Source: an optimization exercise on an open RTL-to-GDS flow (aim: small area, a short achievable clock period and few clock cycles). Production flows keep margins and buffers that such runs may drop.
In this exercise RTL edits were held to simulation tests only and were not proved equivalent to the original.
Power is estimated from default activity; no workload was simulated.

--- design/flow/config.mk ---
export PLATFORM = sky130hd
export DESIGN_NAME = mlc_core
export DESIGN_NICKNAME = mlc_core
export VERILOG_FILES = /design/flow/design.v
export SDC_FILE = /design/flow/constraint.sdc
export NUM_CORES = 4
export LEC_CHECK = 0
export CAP_MARGIN = 20
export CORE_MARGIN = 2
export CORE_UTILIZATION = 40
export PLACE_DENSITY = 0.6
export SLEW_MARGIN = 20
--- design/flow/constraint.sdc ---
create_clock -name core_clock -period 8.0 [get_ports {clk}]
set_input_delay 1.6000 -clock core_clock [delete_from_list [all_inputs] [get_ports {clk}]]
set_output_delay 1.6000 -clock core_clock [all_outputs]
set_load 0.01 [all_outputs]
--- design/flow/design.v ---
`timescale 1ns/1ps
module mlc_core (
    input             clk,
    input             rst,
    input             req,
    input             we,
    input      [1:0]  space,
    input      [7:0]  addr,
    input      [31:0] wdata,
    output reg [31:0] rdata,
    output            busy
);
    localparam FCAP = 32;
    localparam ECAP = 64;
    localparam SP_REG = 2'd0;
    localparam SP_FB  = 2'd1;
    localparam SP_EB  = 2'd2;
    localparam OP_NOP = 8'h00;
    localparam OP_CRC = 8'h01;
    localparam OP_MKF = 8'h02;
    localparam OP_CHK = 8'h03;
    localparam OP_ENC = 8'h04;
    localparam OP_DEC = 8'h05;
    localparam RES_OK        = 4'd0;
    localparam RES_MISMATCH  = 4'd1;
    localparam RES_UNDERSIZE = 4'd2;
    localparam RES_CAP       = 4'd7;
    localparam RES_ILL       = 4'd8;
    reg [7:0]  fbuf [0:FCAP-1];
    reg [7:0]  ebuf [0:ECAP-1];
    reg [5:0]  flen;
    reg [6:0]  elen;
    reg [15:0] crc;
    reg [3:0]  res;
    reg        herr;
    reg        busy_r;
    reg [2:0]  op;         
    reg [5:0]  idx;        
    reg [2:0]  bitn;       
    reg [5:0]  nbytes;     
    reg [15:0] acc;        
    assign busy = busy_r;
    function [7:0] nib;
        input [3:0] n;
        begin
            nib = {n[3], ~n[3], n[2], ~n[2], n[1], ~n[1], n[0], ~n[0]};
        end
    endfunction
    function [15:0] crc_bit;
        input [15:0] c;
        input        b;
        begin
            crc_bit = {c[14:0], 1'b0} ^ ((c[15] ^ b) ? 16'h1021 : 16'h0000);
        end
    endfunction
    wire        wr      = req & we;
    wire        rd      = req & ~we;
    wire [7:0]  cmd_op  = wdata[31:24];
    wire        cmd_arg0 = (wdata[23:0] == 24'd0);
    wire [7:0]  fb_cur  = fbuf[idx[4:0]];
    wire        fb_bit  = fb_cur[3'd7 - bitn];
    wire [15:0] acc_nx  = crc_bit(acc, fb_bit);
    wire [7:0]  eb_hi   = ebuf[{idx[4:0], 1'b0}];
    wire [7:0]  eb_lo   = ebuf[{idx[4:0], 1'b1}];
    wire [15:0] eb_w    = {eb_hi, eb_lo};
    wire [7:0]  dec_hi  = {eb_w[15], eb_w[13], eb_w[11], eb_w[9], eb_w[7], eb_w[5], eb_w[3], eb_w[1]};
    wire [7:0]  dec_lo  = {eb_w[14], eb_w[12], eb_w[10], eb_w[8], eb_w[6], eb_w[4], eb_w[2], eb_w[0]};
    wire [7:0]  dec_b   = ((dec_hi ^ dec_lo) == 8'hFF) ? dec_hi : 8'hFF;
    wire [15:0] trailer = {fbuf[flen[4:0] - 5'd2], fbuf[flen[4:0] - 5'd1]};
    always @(posedge clk) begin
        if (rst) begin
            flen   <= 6'd0;
            elen   <= 7'd0;
            crc    <= 16'hFFFF;
            res    <= RES_OK;
            herr   <= 1'b0;
            busy_r <= 1'b0;
            op     <= 3'd0;
            idx    <= 6'd0;
            bitn   <= 3'd0;
            nbytes <= 6'd0;
            acc    <= 16'hFFFF;
            rdata  <= 32'd0;
        end else begin
            if (rd) begin
                rdata <= 32'd0;
                case (space)
                    SP_REG: begin
                        case (addr)
                            8'd1: rdata <= {23'd0, herr, res, 3'd0, busy_r};
                            8'd2: rdata <= {26'd0, flen};
                            8'd3: rdata <= {25'd0, elen};
                            8'd4: rdata <= {16'd0, crc};
                            8'd6: rdata <= ECAP;
                            default: rdata <= 32'd0;
                        endcase
                    end
                    SP_FB: begin
                        if (addr < FCAP) rdata <= {24'd0, fbuf[addr[4:0]]};
                        else if (!busy_r) herr <= 1'b1;
                    end
                    SP_EB: begin
                        if (addr < ECAP) rdata <= {24'd0, ebuf[addr[5:0]]};
                        else if (!busy_r) herr <= 1'b1;
                    end
                    default: ;
                endcase
            end
            if (busy_r) begin
                if (wr && !(space == SP_REG && addr >= 8'd7) && space != 2'd3)
                    herr <= 1'b1;
                case (op)
                    OP_CRC[2:0], OP_MKF[2:0], OP_CHK[2:0]: begin
                        if (idx == nbytes) begin
                            crc    <= acc;
                            busy_r <= 1'b0;
                            if (op == OP_MKF[2:0]) begin
                                fbuf[flen[4:0]]        <= acc[15:8];
                                fbuf[flen[4:0] + 5'd1] <= acc[7:0];
                                flen <= flen + 6'd2;
                                res  <= RES_OK;
                            end else if (op == OP_CHK[2:0]) begin
                                res <= (acc == trailer) ? RES_OK : RES_MISMATCH;
                            end else begin
                                res <= RES_OK;
                            end
                        end else begin
                            acc  <= acc_nx;
                            bitn <= bitn + 3'd1;
                            if (bitn == 3'd7)
                                idx <= idx + 6'd1;
                        end
                    end
                    OP_ENC[2:0]: begin
                        if (idx == nbytes) begin
                            elen   <= {nbytes, 1'b0};
                            res    <= RES_OK;
                            busy_r <= 1'b0;
                        end else begin
                            ebuf[{idx[4:0], 1'b0}] <= nib(fb_cur[7:4]);
                            ebuf[{idx[4:0], 1'b1}] <= nib(fb_cur[3:0]);
                            idx <= idx + 6'd1;
                        end
                    end
                    OP_DEC[2:0]: begin
                        if (idx == nbytes) begin
                            flen   <= nbytes;
                            res    <= RES_OK;
                            busy_r <= 1'b0;
                        end else begin
                            fbuf[idx[4:0]] <= dec_b;
                            idx <= idx + 6'd1;
                        end
                    end
                    default: begin
                        res    <= RES_OK;
                        busy_r <= 1'b0;
                    end
                endcase
            end else if (wr) begin
                case (space)
                    SP_REG: begin
                        case (addr)
                            8'd0: begin
                                idx  <= 6'd0;
                                bitn <= 3'd0;
                                acc  <= 16'hFFFF;
                                if (!cmd_arg0 || cmd_op > OP_DEC) begin
                                    res <= RES_ILL;
                                end else if (cmd_op == OP_MKF && flen > FCAP - 2) begin
                                    res <= RES_CAP;
                                end else if (cmd_op == OP_CHK && flen < 6'd2) begin
                                    res <= RES_UNDERSIZE;
                                end else begin
                                    op     <= cmd_op[2:0];
                                    busy_r <= 1'b1;
                                    case (cmd_op)
                                        OP_CHK:  nbytes <= flen - 6'd2;
                                        OP_DEC:  nbytes <= elen[6:1];
                                        default: nbytes <= flen;
                                    endcase
                                end
                            end
                            8'd2: begin
                                if (wdata <= FCAP) flen <= wdata[5:0];
                                else herr <= 1'b1;
                            end
                            8'd3: begin
                                if (wdata <= ECAP) elen <= wdata[6:0];
                                else herr <= 1'b1;
                            end
                            8'd1, 8'd4, 8'd5, 8'd6: herr <= 1'b1;
                            default: ;
                        endcase
                    end
                    SP_FB: begin
                        if (addr < FCAP) fbuf[addr[4:0]] <= wdata[7:0];
                        else herr <= 1'b1;
                    end
                    SP_EB: begin
                        if (addr < ECAP) ebuf[addr[5:0]] <= wdata[7:0];
                        else herr <= 1'b1;
                    end
                    default: ;
                endcase
            end
        end
    end
endmodule
--- design/flow/run.sh ---
#!/bin/bash
# synth_recipe.tcl (not shown) runs the flow's synth.tcl, then flattens the netlist and writes it again
# the make line also repeats each setting of config.mk as NAME=value (left out here)
make -C /OpenROAD-flow-scripts/flow DESIGN_CONFIG=/design/flow/config.mk WORK_HOME=/design/flow/orfs CLKGATE_MAP_FILE= SYNTH_SCRIPT=/design/flow/synth_recipe.tcl finish
==> run_results.csv <==
group,metric,value,unit
pwr,fin_total_pwr,9900,uW
setup_path,worstReg2RegEnd,"fbuf[17][2]$_DFFE_PP_",
setup_path,crit_arrival,5.89,ns
die,initial_core_util,0.404,
drt,drc,0,
drt,vias,42600,
die,die_h,374,um
logic_synthesis,ys_ff_latch,858,
setup_path,crit_chain,"buf_4, mux4_2, mux4_2, mux2i_1, xor2_1, nand4_1, a21oi_4, a21oi_2, buf_4, mux2_2",
cts,insertion_delay,0.73,ns
timing,grt_setup_unrepaired,"no",
logic_synthesis,synth-edff-count,768,
die,ios,79,
timing,setup_violations,0,
timing,period_needed,5.42,ns
timing,whs,0.461,ns
logic_synthesis,synthesis.area,0.0548,mm2
cts,numCtsBuffers,94,
cts,post-cts-setup-buffers,0,
place,dp_slack,2.07,ns
global_routing,grt_overflow,0,
flow_run,drv_cap,0,
setup_path,ff2ff_path_depth,10,
cts,post_cts_resized,0,
pwr,p_leak,0.0190,uW
cells_and_area,syn2layout_area_growth,9.83,%
timing,skew,0.0343,ns
global_routing,grt_pass1_vias,39500,
timing,worstMarginPinSlew,1.29,ns
global_routing,grtUsageTotal,0.315,
pwr,peakVddDrop,145,uV
logic_synthesis,async_reset_ff_frac,0,
cells_and_area,drive_gt1_frac,0.265,
setup_path,crit_path_top_delay_cell,"dfxtp_4",
drt,ant_nets,0,
logic_synthesis,avgSynthCellArea,12.5,um2
timing,max_slew_margin,0.142,
run_status,status,"complete, no violations",
min_path,whs_path_depth,2,
die,design.core.area,0.136,mm2
cts,holdBufCountCts,0,
logic_synthesis,yosysWarnings,1,
logic_synthesis,ys_types,66,
global_routing,antenna_found_initial,16,
cts,cts_tree,"yes",
min_path,hold_end,"rdata[15]$_SDFFE_PP0P_",
timing,setup_tns,0,ns
die,die_w,374,um
drt,routed_wl,225,mm
place,portBuffers,62,
die,num_rows,135,
logic_synthesis,syn_inst,4385,
logic_synthesis,ys.flop_type,"edfxtp_1",
timing,layout_setup_ws,2.58,ns
drt,drt_pass1_iterations,6,
setup_path,crit_path_max_incr_delay,0.80,ns
min_path,min_path_type,"reg2reg",
setup_path,r2r_slack,2.58,ns
setup_path,critPathMaxFanout,44,
setup_path,crit_required,8.47,ns
min_path,min_from,"rdata[15]$_SDFFE_PP0P_",
global_routing,grt_pass1_wl,313,mm
die,dieArea,0.140,mm2
place,hpwl,155,mm
timing,drv_slew,0,
timing,fmax,185,MHz
drt,post_drt_wl_per_cell,36.6,um
cts,clock-root-buffer,"clkbuf_16",
drt,via_per_inst,6.95,
setup_path,startpoint_type,"register",
pwr,powerDensity,165,mW/mm2
drt,drtIter0Drc,7013,
logic_synthesis,ys_seq_area_frac,0.454,
setup_path,critPathKind,"reg2reg",
cts,clock_sinks,858,
setup_path,cp-end-kind,"register",
timing,finalHoldViolCount,0,
global_routing,grt_max_degree,105,
cts,clockBufferDepth,3,
place,gp_congestion,1.07,
cells_and_area,nets,4330,
cts,clkTransAtPathRegs,0.07,ns
timing,fin_crit_sh,0.677,
cts,cts_max_level,3,
==> area by class of cell <==
cell class	count	area, um2
Multi-Input combinational cell	3130	28400
Timing Repair Buffer	158	1380
Clock buffer	114	2490
Clock inverter	59	682
Inverter	21	78.8
Tap cell	1781	2230
Sequential cell	858	24900
Antenna cell	8	20.0
Fill cell	12300	75500
==> state kept, by name, indices dropped and copies added (netlist names), named ones only <==
signal,flops
acc,16
bitn,3
busy_r,1
crc,16
ebuf,512
elen,7
fbuf,256
flen,6
herr,1
idx,6
nbytes,6
op,3
rdata,16
res,4
==> layer usage <==
metal | global-route usage | routed length, um | vias to the layer above
li1 | - | - | 16700
met1 | 0.403 | 78900 | 21500
met2 | 0.472 | 99100 | 3582
met3 | 0.0975 | 30700 | 708
met4 | 0.180 | 15700 | 18
met5 | 0 | 109 | -
==> placed cells by master (no fill, tap or decap), types with 10 or more instances in the layout <==
| master | count |
|---|---|
| nand3_1 | 62 |
| o21a_1 | 81 |
| a21o_1 | 127 |
| nor3_1 | 33 |
| xor2_1 | 29 |
| clkbuf_1 | 16 |
| nand2b_1 | 21 |
| inv_1 | 19 |
| dfxtp_1 | 83 |
| edfxtp_1 | 768 |
| a221oi_1 | 31 |
| buf_4 | 96 |
| clkinv_2 | 16 |
| and2_1 | 10 |
| mux4_2 | 558 |
| bufinv_16 | 13 |
| clkbuf_16 | 96 |
| ha_1 | 20 |
| xnor2_1 | 23 |
| or3_1 | 17 |
| mux2i_1 | 157 |
| nor2b_1 | 18 |
| o22ai_1 | 31 |
| a21oi_1 | 111 |
| nor2_1 | 635 |
| a22o_1 | 10 |
| nand2_1 | 555 |
| o211ai_1 | 16 |
| clkinv_1 | 12 |
| clkdlybuf4s50_1 | 48 |
| nand4_1 | 20 |
| a22oi_1 | 38 |
| o21ai_0 | 77 |
| conb_1 | 16 |
| mux2_2 | 291 |
| a211oi_1 | 11 |
==> synth_stat cells, drive strengths merged, types with 4 or more instances <==
cell type	instances	area, um2
a211oi	11	82.6
a21boi	8	60.1
a21o	127	953
a21oi	121	617
a221oi	31	272
a22o	10	87.6
a22oi	38	285
a311oi	4	35.0
a31oi	10	62.6
and2	10	62.6
and3	7	43.8
and4	4	35.0
buf	145	778
clkbuf	246	923
dfxtp	90	1800
edfxtp	768	23100
ha	21	263
inv	19	71.3
mux2	291	3280
mux2i	158	1590
mux4	558	12600
nand2	555	2080
nand2b	21	131
nand3	62	310
nand4	20	125
nor2	639	2400
nor2b	18	113
nor3	37	185
nor3b	10	75.1
nor4	11	68.8
o211ai	16	120
o21a	81	608
o21ai	83	415
o221ai	5	43.8
o22ai	31	194
or2	7	43.8
or3	17	106
or4	7	52.6
xnor2	25	219
xor2	30	263
==> how the worst max path moves through the flow <==
stage	startpoint	to	cells past startpoint
2_1_floorplan	flen[0]$_SDFFE_PP0P_	res[0]$_SDFFE_PP0P_	18
3_3_place_gp	addr[5]	fbuf[22][7]$_DFFE_PP_	8
3_5_place_dp	addr[5]	fbuf[22][6]$_DFFE_PP_	8
4_1_cts	register	fbuf[20][2]$_DFFE_PP_	11
5_1_grt	register	fbuf[23][0]$_DFFE_PP_	10
6_report	register	fbuf[17][2]$_DFFE_PP_	10
==> metrics by stage <==
step                instance area [um2]  cells  utilization
CTS                               60100   6121        0.443
global route                      60100   6121        0.443
floorplan                         54800   4400            -
global placement                  57000   5948        0.420
detailed placement                57000   5948        0.420
finish                            60200   6129        0.443
==> power breakdown <==
part | total (uW) | leakage [uW] | switching [uW] | internal (uW)
clock | 4610 | 0.00154 | 1960 | 2650
combinational | 490 | 0.00987 | 313 | 177
sequential | 4810 | 0.00756 | 1.89 | 4810
total | 9900 | 0.0190 | 2280 | 7630
==> cell families after synthesis <==
| group | count (synthesis) | synth area share |
|---|---|---|
| multiplexers | 1007 | 0.318 |
| AND/OR/NAND/NOR | 1434 | 0.108 |
| AO/OA/AOI/OAI | 597 | 0.0735 |
| buffers and inverters | 412 | 0.0325 |
| XOR/XNOR | 55 | 0.00879 |
| adder cells (fa/ha/maj) | 21 | 0.00480 |
| other | 1 | 0.0000685 |
| flip-flops | 858 | 0.454 |
==> worst max-delay path: cells and delay by family, from the launching register on <==
family,cells,cell delay [ns]
multiplexers,4,1.92
AO/OA/AOI/OAI,2,0.73
buffers and inverters,2,1.00
flip-flops,1,0.80
XOR/XNOR,1,0.27
AND/OR/NAND/NOR,1,0.24
Testbench counts, summed over its fixed seeds: cycles 39,550.

-- afterwards: timing with drivers on the ports --
In the flow no input, the clock included, has a driving cell. The finished layout below was timed again as built, in two steps.
Step 1 (the two cells are an assumption about what drives the block):
set clk [get_ports {clk}]
set_driving_cell -lib_cell sky130_fd_sc_hd__clkbuf_16 $clk
set_driving_cell -lib_cell sky130_fd_sc_hd__buf_2 [delete_from_list [all_inputs] $clk]
Step 2 times the ports against the registers' clock, not the clock port: input delays grow and output delays shrink by t, the midpoint of the rising clock arrivals with the driver on.
a / b / c = ideal / step 1 / step 2; a / b = the first two.
t, ns: 0.790
setup WS [ns]: 2.581 / 2.581 / 2.177
pins driven straight from the clock port: 1
After both steps setup and hold are still met in this run. For this run, drivers alone change the setup slack by 0.000 ns; drivers and shift together by -0.404 ns.
